From an optimization exercise on the open Yosys and OpenROAD flow, aimed at small area, a short achievable clock period and few clock cycles per item; shortcuts taken in it are not production practice. In this exercise RTL edits were held to simulation tests only and were not proved equivalent to the original. No activity file was given, so power comes from the tool's default toggle rates.

[flow/config.mk]
export PLATFORM = sky130hd
export DESIGN_NAME = l3cc_pll
export DESIGN_NICKNAME = l3cc_pll
export VERILOG_FILES = /design/flow/design.v
export SDC_FILE = /design/flow/constraint.sdc
export NUM_CORES = 4
export LEC_CHECK = 0
export CAP_MARGIN = 20
export CORE_MARGIN = 2
export CORE_UTILIZATION = 60
export CTS_BUF_LIST = sky130_fd_sc_hd__clkbuf_8
export SETUP_SLACK_MARGIN = 1
export SLEW_MARGIN = 20
[flow/constraint.sdc]
create_clock -name core_clock -period 5.0 [get_ports {clk}]
set_input_delay 1.0000 -clock core_clock [delete_from_list [all_inputs] [get_ports {clk}]]
set_output_delay 1.0000 -clock core_clock [all_outputs]
set_load 0.01 [all_outputs]
[flow/standard.sh]
#!/bin/bash
# synth_recipe.tcl (not shown) runs the flow's synth.tcl, then flattens the netlist and writes it again
# the make line also repeats each setting of config.mk as NAME=value (left out here)
make -C /OpenROAD-flow-scripts/flow DESIGN_CONFIG=/design/flow/config.mk WORK_HOME=/design/flow/orfs CLKGATE_MAP_FILE= SYNTH_SCRIPT=/design/flow/synth_recipe.tcl "${@:-finish}"
[flow/design.v]
module l3cc_pll (
    input  wire        clk,
    input  wire        rst,         
    input  wire        start,       
    input  wire [31:0] target,
    input  wire [31:0] source,
    output wire        ready,
    output wire        done,        
    output wire        err,
    output wire        prescale,
    output wire        nwarn,
    output wire        ksat,
    output wire [3:0]  n,
    output wire [23:0] k,
    output wire [31:0] ndiv
);
    function [40:0] bk_carry(input [39:0] a, input [39:0] b, input cin);
        reg [39:0] g, p;
        integer i, l;
        begin
            g = a & b;
            p = a ^ b;
            for (l = 1; l < 40; l = l * 2)
                for (i = 2 * l - 1; i < 40; i = i + 2 * l) begin
                    g[i] = g[i] | (p[i] & g[i - l]);
                    p[i] = p[i] & p[i - l];
                end
            for (l = 32; l >= 1; l = l / 2)
                for (i = 3 * l - 1; i < 40; i = i + 2 * l) begin
                    g[i] = g[i] | (p[i] & g[i - l]);
                    p[i] = p[i] & p[i - l];
                end
            bk_carry = {g | (p & {40{cin}}), cin};
        end
    endfunction
    function [4:0] msb32(input [31:0] x);
        integer i, j, l;
        reg [31:0] orh;      
        reg [31:0] lead;     
        begin
            orh = x;
            for (l = 1; l < 32; l = l * 2)         
                for (i = 0; i < 32; i = i + 1)
                    if ((i / l) % 2 == 0 && (i / l + 1) * l < 32)
                        orh[i] = orh[i] | orh[(i / l + 1) * l];
            lead = x & ~{1'b0, orh[31:1]};
            for (j = 0; j < 5; j = j + 1) begin
                msb32[j] = 1'b0;
                for (i = 0; i < 32; i = i + 1)
                    if ((i >> j) & 1) msb32[j] = msb32[j] | lead[i];
            end
        end
    endfunction
    reg        busy;        
    reg        al;          
    reg        fin;         
    reg [36:0] rem;         
    reg [34:0] dn;          
    reg [58:0] q;
    reg        pre_r;
    reg        err_r;
    reg [6:0]  e1_r;        
    reg [4:0]  run;         
    wire       div = busy & ~al;
    wire       last = div & q[56];
    assign ready = ~busy | last;
    wire       acc  = start & ready;
    assign done  = fin;
    wire [6:0]  e1_a  = {2'b00, msb32(target)} - {2'b00, msb32(source)} + 7'd1;
    wire        pre_l = ~ge3;
    wire [31:0] t_r   = rem[32:1];
    wire [31:0] s_r   = ~dn[33:2];
    wire        err_l = (t_r == 32'd0) || (s_r[31:1] == 31'd0 &&
                        (s_r[0] == 1'b0 || t_r[31:3] == 29'd0 && t_r[2:0] < 3'd6));
    wire [4:0]  h_np  = e1_r[6] ? 5'd0 : e1_r[5:1];       
    wire        right = ~e1_r[0] | e1_r[6];              
    wire [32:0] d_np  = {1'b0, s_r} << {h_np, 1'b0};
    wire [32:0] d_clr = d_np & ~(33'd1 << {h_np, 1'b0});
    wire [32:0] d_pre = right ? {1'b0, d_clr[32:1]} : {d_clr[31:0], 1'b0};
    wire [32:0] s_al  = pre_l ? d_pre : d_np;
    wire [32:0] mk_np = 33'h100000000 >> {h_np, 1'b0};
    wire [32:0] mk_al = (pre_l & ~right) ? {2'b00, mk_np[32:2]} : mk_np;
    wire [39:0] r_x   = {3'd0, rem};
    wire [39:0] n1_x  = {5'h1F, dn};             
    wire [39:0] n2_x  = {4'hF, dn, 1'b1};        
    wire [40:0] c1    = bk_carry(r_x, n1_x, 1'b1);
    wire [40:0] c2    = bk_carry(r_x, n2_x, 1'b1);
    wire [39:0] cs3_s = r_x ^ n1_x ^ n2_x;
    wire [39:0] cs3_k = (r_x & n1_x) | (r_x & n2_x) | (n1_x & n2_x);
    wire [39:0] cs3_b = {cs3_k[38:0], 1'b1};    
    wire [40:0] c3    = bk_carry(cs3_s, cs3_b, 1'b1);
    wire        ge1   = c1[40];
    wire        ge2   = c2[40];
    wire        ge3   = ~(cs3_s[39] ^ cs3_b[39] ^ c3[39]);   
    wire [34:0] dif1  = rem[34:0] ^ n1_x[34:0] ^ c1[34:0];
    wire [34:0] dif2  = rem[34:0] ^ n2_x[34:0] ^ c2[34:0];
    wire [34:0] dif3  = cs3_s[34:0] ^ cs3_b[34:0] ^ c3[34:0];
    wire        sel3  = div & ge3;
    wire        sel2  = div & ge2;
    wire        sel1  = div & ge1;
    wire [1:0]  qd    = sel3 ? 2'd3 : sel2 ? 2'd2 : sel1 ? 2'd1 : 2'd0;
    wire [34:0] keep  = sel3 ? dif3 : sel2 ? dif2 : sel1 ? dif1 : rem[34:0];
    always @(posedge clk) begin
        if (rst) begin
            busy <= 1'b0;
            al   <= 1'b0;
            fin  <= 1'b0;
        end else begin
            fin <= last;
            al  <= acc;
            if (acc)
                busy <= 1'b1;
            else if (last)
                busy <= 1'b0;
        end
    end
    always @(posedge clk) begin
        rem <= acc ? {4'd0, target, 1'b0} : {keep, 2'b00};
        if (acc) begin
            dn    <= ~{1'b0, source, 2'b00};
            e1_r  <= e1_a;
        end else if (al) begin
            dn    <= ~{s_al, 2'b00};
            pre_r <= pre_l;
            err_r <= err_l;
        end
        q <= div ? {q[56:0], qd} : {26'd0, mk_al};
        run <= !div ? 5'd0 : (qd == 2'd3) ? ((run[4:1] == 4'hF) ? 5'd31 : run + 5'd2) :
               {4'd0, qd[0]};
    end
    reg  [24:0] ones;
    integer     oi;
    always @* begin
        for (oi = 0; oi < 25; oi = oi + 1) ones[oi] = (run > oi);
    end
    wire        sat   = ones[24];
    assign err      = err_r;
    assign prescale = pre_r;
    assign ndiv     = q[56:25];
    assign n        = q[28:25];
    assign nwarn    = (ndiv[31:4] != 28'd0) || (ndiv[3:0] < 4'd6) || (ndiv[3:0] > 4'd12);
    assign ksat     = sat;
    assign k        = (q[24:1] ^ ones[23:0]) | {24{sat}};
endmodule
[flow/flow/run.sh]
#!/bin/bash
# The standard layout, with the port buffers made from the platform's
# smallest buffer (buf_1) instead of the default choice; the resizer still
# sizes them up where timing or slew needs it.
set -euo pipefail
export BUFFER_PORTS_ARGS="-buffer_cell sky130_fd_sc_hd__buf_1"
bash standard.sh > standard.log 2>&1
==> impl_metrics.json <==
{
  "insertion_delay_ps": 470,
  "ctsHoldBuffers": 0,
  "synthSimpleGateAreaFrac": 0.2103,
  "pwr_density_cell_mw_per_mm2": 857.8,
  "start_util": 0.6139,
  "startpoint_type": "flop",
  "first_pass_iters": 6,
  "syn2layout_area_growth_pct": 10.41,
  "grtUsageTotal": 0.3958,
  "port_buffers": 132,
  "gp_congestion": 1.000,
  "synth_top_family_by_area": "compound AO/OA/AOI/OAI gates",
  "rr_startpoint": "dn[13]$_DFFE_PP_",
  "fin_util": 0.6779,
  "grt_pass1_vias": 12890,
  "num-fill-cells": 1927,
  "h-tree-depth": 4,
  "crit_type": "reg2reg",
  "fp.dieW_um": 156.4,
  "tns_ps": 0,
  "netlist_area_mm2": 0.01394,
  "tightest_slew_ps": 1161,
  "die_h_um": 156.4,
  "timing_hold_violations_final": 0,
  "maxCapViolCount": 0,
  "ys_types": 82,
  "setup_viol": 0,
  "wl_per_cell_um": 22.73,
  "vias": 14130,
  "ir_drop_v": 0.0005464,
  "design_area_mm2": 0.01539,
  "max_freq_mhz": 256.0,
  "antenna_found_initial": 1,
  "clock-root-buffer": "clkbuf_8",
  "vias_per_cell": 6.588,
  "status": "finished clean",
  "die-area_mm2": 0.02447,
  "syn-num-nets": 1943,
  "place_ws_ps": 569.9,
  "synthCells": 1730,
  "grt_overflow": 0,
  "drc": 0,
  "syn_avg_cell_area_um2": 8.059,
  "crit_end": "dn[17]$_DFFE_PP_",
  "min_path_type": "reg2reg",
  "async_flop_share": 0,
  "hpwl_um": 37050,
  "rr_worst_depth": 13,
  "synthAdderAreaFrac": 0.1488,
  "synthMuxAreaShare": 0.04936,
  "final_net_count": 2059,
  "postRouteAntennaNets": 0,
  "postRouteWirelength_um": 48760,
  "clock-sinks": 143,
  "grt_pass1_wl_um": 74010,
  "slew_headroom": 0.2242,
  "cts_tree": "yes",
  "fin_skew_ps": 21.64,
  "cts_buffer_depth": 2,
  "r2r_slack_ps": 1090,
  "synth_edf_count": 42,
  "core_mm2": 0.02271,
  "end_kind": "flop",
  "synth_compound_area_frac": 0.2409,
  "synth_ff_type": "dfxtp_1",
  "leakage_nw": 6.092,
  "power.total_mw": 13.20,
  "rsz0062_at_grt": "true",
  "cp.required_ps": 5190,
  "cts_buffers": 17,
  "ios": 133,
  "fin_crit_sh": 0.7812,
  "slew_violations": 0,
  "synth-seq-area-share": 0.2355,
  "cp.arrival_ps": 4100,
  "grt_max_degree": 67,
  "drt_iter0_drc": 1697,
  "fin_crit_ps": 3906,
  "clkTransAtPathRegs_ps": 100,
  "drive_gt1_frac": 0.09575,
  "crit_fanout": 27,
  "rows": 55,
  "dpl-instance-area_mm2": 0.01450,
  "ys_warn_count": 1,
  "synth_xor_xnor_area_share": 0.06094,
  "r2r_end": "dn[17]$_DFFE_PP_",
  "synth-seq-cells": 143,
  "worst_slack_ps": 1094,
  "cp-startpoint": "dn[13]$_DFFE_PP_"
}
## power breakdown
group	switching (mW)	internal [mW]
Clock	0.561	0.470
Combinational	5.85	4.16
Sequential	0.595	1.57
## worst max-delay path, cell delays in order, from the launching register on
cell,delay [ps]
edfxtp_1,520
fa_1,530
ha_1,350
and4_1,210
and2_4,170
a22oi_2,320
a2111oi_4,140
o21ai_2,270
o21ai_4,100
inv_2,160
buf_6,270
a21oi_1,70
a211oi_1,410
a21oi_1,100
## logic make-up after synthesis
kind of cell | after synthesis
adder cells (fa/ha/maj) | 146
multiplexers | 59
AND/OR/NAND/NOR | 614
buffers and inverters | 157
XOR/XNOR | 97
AO/OA/AOI/OAI | 514
flip-flops | 143
## per-layer routing
| metal | up-vias | track usage | part of all wire |
|---|---|---|---|
| met2 | 826 | 0.5878 | 0.43 |
| met3 | 135 | 0.09333 | 0.11 |
| met5 | - | 0 | 0 |
| met4 | 0 | 0.1796 | 0.044 |
| met1 | 6580 | 0.5462 | 0.42 |
| li1 | 6590 | - | - |
## state kept, by name, summed over array words and instances, names as in the netlist
name and cells:
e1_r 7, err_r 1, run 5, rem 36, dn 33, al 1, ndiv 28, q 25
n 4, fin 1, busy 1, pre_r 1
## synth_stat cells, types with 9 or more instances
library cell	n	area, µm²
buf_2	14	70.07
nor3_1	51	255.2
nor2_1	149	559.3
nand2_1	187	701.9
o21ai_1	30	150.1
o221ai_1	10	87.58
o22ai_1	21	131.4
and3_1	9	56.30
nor2b_1	23	143.9
a211oi_1	33	247.7
ha_1	113	1414
o211ai_1	18	135.1
and2_1	47	294.0
a22oi_1	11	82.58
o21ai_0	82	410.4
xor2_1	52	455.4
or3_1	11	68.82
a21o_1	17	127.6
clkbuf_1	56	210.2
a221oi_1	9	78.83
o21bai_1	10	75.07
mux2i_1	44	440.4
a32oi_1	12	105.1
fa_1	33	660.6
nor4_1	28	175.2
edfxtp_1	42	1261
dfxtp_1	101	2022
o21a_1	13	97.59
xnor2_1	45	394.1
nand2b_1	23	143.9
a31oi_1	22	137.6
buf_4	40	300.3
inv_1	38	142.6
nand3_1	35	175.2
nand4_1	23	143.9
a21oi_1	151	755.7
## layout make-up
cell class / count / area, µm² / share of cell area
Clock buffer: 17 / 234.0 / 0.01520
Sequential cell: 143 / 3284 / 0.2134
Timing Repair Buffer: 213 / 1131 / 0.07348
Clock inverter: 15 / 192.7 / 0.01252
Multi-Input combinational cell: 1430 / 10040 / 0.6521
Antenna cell: 1 / 2.502 / 0.0001626
Tap cell: 285 / 356.6 / 0.02317
Inverter: 41 / 153.9 / 0.009998
## how the worst min path moves through the flow
stage	startpoint	endpoint	slack, ps	cells after the start
floorplan	rem[1]$_SDFF_PN0_	rem[3]$_DFF_P_	420	2
global placement	q[0]$_DFF_P_	q[2]$_DFF_P_	440	1
detailed placement	q[0]$_DFF_P_	q[2]$_DFF_P_	440	1
CTS	q[4]$_DFF_P_	q[6]$_DFF_P_	450	2
global route	q[4]$_DFF_P_	q[6]$_DFF_P_	490	2
finish	q[4]$_DFF_P_	q[6]$_DFF_P_	460	2
## per-stage QoR
stage | cells | hold slack (ps)
CTS | 2119 | 450.7
floorplan | 1730 | 419.9
finish | 2145 | 456.2
global placement | 2069 | 444.4
global route | 2144 | 485.5
detailed placement | 2069 | 438.6
## cell usage in the layout, fill, tap and decap left out, drive strengths merged, types with 11 or more instances in the layout
cell,instances
ha,113
o21a,13
fa,33
a21oi,154
xnor2,45
edfxtp,42
and2,48
nor3,51
mux2i,44
or3,11
nor2b,23
dfxtp,101
a21o,17
nand2b,23
nor2,151
nor4,28
nand2,187
buf,213
o211ai,22
nand3,36
xor2,52
a31oi,22
clkbuf,17
a22oi,11
inv,48
a32oi,12
a221oi,12
o21ai,114
nand4,23
o22ai,21
a211oi,33
## repair_timing
item,4_1_cts,5_1_grt
buffers inserted,18,25
pin swaps,1,8
endpoints found under the setup margin,38,70
resized for setup,7,25
Testbench counts, summed over its fixed seeds: cycles 25,069, items 1,600.

==> separate check: timing with driven ports <==
No port has a modelled driver above. Below, the same layout with a new extraction and two added sets of constraints.
Step 1: set_driving_cell puts a clkbuf_16 on clk and a buf_2 on each other input, an assumption about the parent block.
Step 2 times the ports against the registers' clock, not the clock port: input delays grow and output delays shrink by t, the midpoint of the rising clock arrivals with the driver on.
a / b / c = no drivers / after step 1 / after step 2; a / b = the first two.
t, ns: 0.510
setup slack, ns: 1.094 / 1.094 / 0.632
worst setup path at the end: input to register
latest minus earliest clock arrival (ns): 0.022 / 0.021
After both steps setup and hold are still met in this run. The setup slack of this run moves by 0.000 ns with the drivers and by -0.462 ns with both steps.
